This is an optimization exercise on Yosys and OpenROAD, whose aim is small area, a short achievable clock period and few clock cycles per item, not a production implementation.
The RTL was checked by simulation tests, not by an equivalence proof against the original design.
No activity file was given, so power comes from the tool's default toggle rates.

sierra:
Design crc_engine, start of the top module:
module crc_engine (
    input  wire        clk,
    input  wire        rst,
    input  wire        cmd_valid,
    output wire        cmd_ready,
    input  wire [7:0]  cmd_op,
    input  wire [31:0] cmd_acc,
    input  wire [15:0] cmd_len,
    input  wire        data_valid,
    output wire        data_ready,
    input  wire [31:0] data,
    output wire        rsp_valid,
    input  wire        rsp_ready,
    output wire [3:0]  rsp_status,
    output wire [31:0] rsp_value
);
Settings: LEC_CHECK=0, CAP_MARGIN=20, CORE_MARGIN=2, CORE_UTILIZATION=40, SLEW_MARGIN=20, SYNTH_HIERARCHICAL=1, SYNTH_MEMORY_MAX_BITS=16384; clock period 5.0 ns.
run.sh (not shown) runs the stock make flow with config.mk's settings and CLKGATE_MAP_FILE= SYNTH_SCRIPT=/design/flow/synth_recipe.tcl, a recipe that flattens the netlist after the stock synthesis.
sierra: flow completed, timing, DRC and antenna clean
Testbench counts of sierra, summed over its fixed seeds: cycles 107,278, bytes 379,321.
Here is what was changed in the inputs of yarrow compared with sierra.
Settings: putting CTS_BUF_LIST at sky130_fd_sc_hd__clkbuf_4 sky130_fd_sc_hd__clkbuf_8 where nothing was set; putting SETUP_SLACK_MARGIN at 2.0 where nothing was set.
==> flow/flow/run.sh (new file) <==
#!/bin/bash
# The standard layout, with plain buffers on the ports: buffer_ports picks a
# clock delay cell by default, which is larger and slower than buf_1.
set -euo pipefail
bash standard.sh synth > synth.log 2>&1
export BUFFER_PORTS_ARGS="-buffer_cell sky130_fd_sc_hd__buf_1"
bash standard.sh > layout.log 2>&1
==> flow/standard.sh (new file) <==
#!/bin/bash
# synth_recipe.tcl (not shown) runs the flow's synth.tcl, then flattens the netlist and writes it again
# the make line also repeats each setting of config.mk as NAME=value (left out here)
make -C /OpenROAD-flow-scripts/flow DESIGN_CONFIG=/design/flow/config.mk WORK_HOME=/design/flow/orfs CLKGATE_MAP_FILE= SYNTH_SCRIPT=/design/flow/synth_recipe.tcl "${@:-finish}"
removed: flow/run.sh
Findings:
Changes observed in yarrow relative to sierra: routed via count divided by cell count rose about 1.7%; sequential power now sits higher.
Comparing sierra and yarrow, count of buffer and inverter cells on the critical path is higher on sierra.
| register-to-register slack | higher: yarrow |
The setup slack of yarrow is larger than that of sierra.
sierra was routed with fewer vias than yarrow.
On routed length on met3: between sierra and yarrow, it ends up higher for yarrow.
Summary of the comparison: power per cell area is higher in yarrow, relative to sierra.
Looking only at final design instance area without fill, and setting everything else aside, the higher value of sierra and yarrow goes to sierra.
Delta(power consumption, yarrow - sierra) < 0
Relative to sierra, the transition time at the pin with the least slew margin of yarrow is lower by 0.16 ns.
What onyx does differently from yarrow at the input level:
Settings: CTS_BUF_LIST no longer set, was sky130_fd_sc_hd__clkbuf_4 sky130_fd_sc_hd__clkbuf_8; SETUP_SLACK_MARGIN now 3.0, was 2.0.
### Flow results
onyx: done, clean on timing, DRC and antenna. Side by side, power density relative to cell area turned out higher in onyx than in yarrow. Count of instances resized after the clock tree is built is lower on yarrow. Diff yarrow -> onyx: hold slack grew by 0.011 ns; total of clock buffers placed in the layout fell by 1; area fraction in and, or, nand and nor cells after synthesis shows no meaningful change; critical path depth +2; global-route usage increased by 7.5 points relative to the old numbers. Delta (onyx minus yarrow): worst path required time lower; sequential share of layout area down 6.2 points. A highest layer used for signal routing of met5 is what onyx shows, while met4 belongs to yarrow.

--- another note on this design; it stands on its own ---

==> wip/nickel: inputs <==
Design crc_engine, start of the top module:
module crc_engine (
    input  wire        clk,
    input  wire        rst,
    input  wire        cmd_valid,
    output wire        cmd_ready,
    input  wire [7:0]  cmd_op,
    input  wire [31:0] cmd_acc,
    input  wire [15:0] cmd_len,
    input  wire        data_valid,
    output wire        data_ready,
    input  wire [31:0] data,
    output wire        rsp_valid,
    input  wire        rsp_ready,
    output wire [3:0]  rsp_status,
    output wire [31:0] rsp_value
);
Settings: LEC_CHECK=0, CAP_MARGIN=20, CORE_MARGIN=2, CORE_UTILIZATION=40, CTS_BUF_LIST=sky130_fd_sc_hd__clkbuf_4 sky130_fd_sc_hd__clkbuf_8, SETUP_SLACK_MARGIN=2.45, SLEW_MARGIN=20, SYNTH_HIERARCHICAL=1, SYNTH_MEMORY_MAX_BITS=16384; clock period 5.0 ns.
standard.sh (not shown) runs the stock make flow with config.mk's settings and CLKGATE_MAP_FILE= SYNTH_SCRIPT=/design/flow/synth_recipe.tcl, a recipe that flattens the netlist after the stock synthesis.
==> flow/flow/run.sh <==
#!/bin/bash
# The standard layout, with plain buffers on the ports: buffer_ports picks a
# clock delay cell by default, which is larger and slower than buf_1.
set -euo pipefail
bash standard.sh synth > synth.log 2>&1
export BUFFER_PORTS_ARGS="-buffer_cell sky130_fd_sc_hd__buf_1"
bash standard.sh > layout.log 2>&1
==> wip/willow: changes against wip/nickel <==
- CAP_MARGIN: 20 -> 10
- SLEW_MARGIN: 20 -> 10
==> impl_metrics.ini <==
[run_status]
outcome = timing/DRC/antenna clean

[timing]
clock_skew_ns = 0.00824
max_freq_mhz = 391

[routing]
initialDrtViolationCount = 525
routedWlPerCell_um = 21.7
wl_met1_mm = 10.3
wl_met2_mm = 11.2

[setup_path]
slowest_delay_ns = 0.56
r2r-end = y[1]

[final_layout]
seq_area_um2 = 1510
area_growth_pct = 23.3
multi_input_area_share = 0.679

[power_and_ir_drop]
powerDensity_nw_per_um2 = 676
p_sw_frac = 0.589
That was wip/willow.
==> impl_metrics.ini <==
[final_layout]
area_growth_pct = 23.3
seq_area_um2 = 1510

[power_and_ir_drop]
powerDensity_nw_per_um2 = 675
p_sw_frac = 0.589

[setup_path]
slowest_delay_ns = 0.62

[timing]
max_freq_mhz = 389
clock_skew_ns = 0.00718

[routing]
wl_met2_mm = 11.3
wl_met1_mm = 10.3
routedWlPerCell_um = 21.7

[run_status]
outcome = timing/DRC/antenna clean
That was wip/nickel.
Testbench counts of wip/nickel, summed over its fixed seeds: cycles 106,086, bytes 379,321.
Testbench counts of wip/willow, summed over its fixed seeds: cycles 106,086, bytes 379,321.

-- static timing again, ports no longer ideal --
The results above use ideal ports. As a check the final layouts listed here were re-extracted and re-timed, cells and wires unchanged. Step 1 (the two cells are an assumption about what drives the block):
set clk [get_ports {clk}]
set_driving_cell -lib_cell sky130_fd_sc_hd__clkbuf_16 $clk
set_driving_cell -lib_cell sky130_fd_sc_hd__buf_2 [delete_from_list [all_inputs] $clk]
Step 2 times the ports against the registers' clock, not the clock port: input delays grow and output delays shrink by t, the midpoint of the rising clock arrivals with the driver on. Slacks: ideal / step 1 / step 2; pairs: ideal / step 1.
run	t (ns)	setup slack, ns	worst setup path at the end	clock arrival spread, ns	worst data-port slew with drivers (ns)
sierra	0.380	1.665 / 1.665 / 1.665	register to register	0.010 / 0.010	0.05
yarrow	0.398	2.015 / 2.015 / 2.015	register to register	0.016 / 0.015	0.05
onyx	0.373	2.193 / 2.193 / 2.193	register to register	0.009 / 0.009	0.05
wip/nickel	0.395	2.431 / 2.431 / 2.246	input to register	0.007 / 0.008	0.05
wip/willow	0.395	2.444 / 2.444 / 2.240	input to register	0.008 / 0.008	0.05
After both steps setup and hold are still met in every run listed. For wip/willow, which loses most, drivers alone change the setup slack by 0.000 ns; drivers and shift together by -0.204 ns.
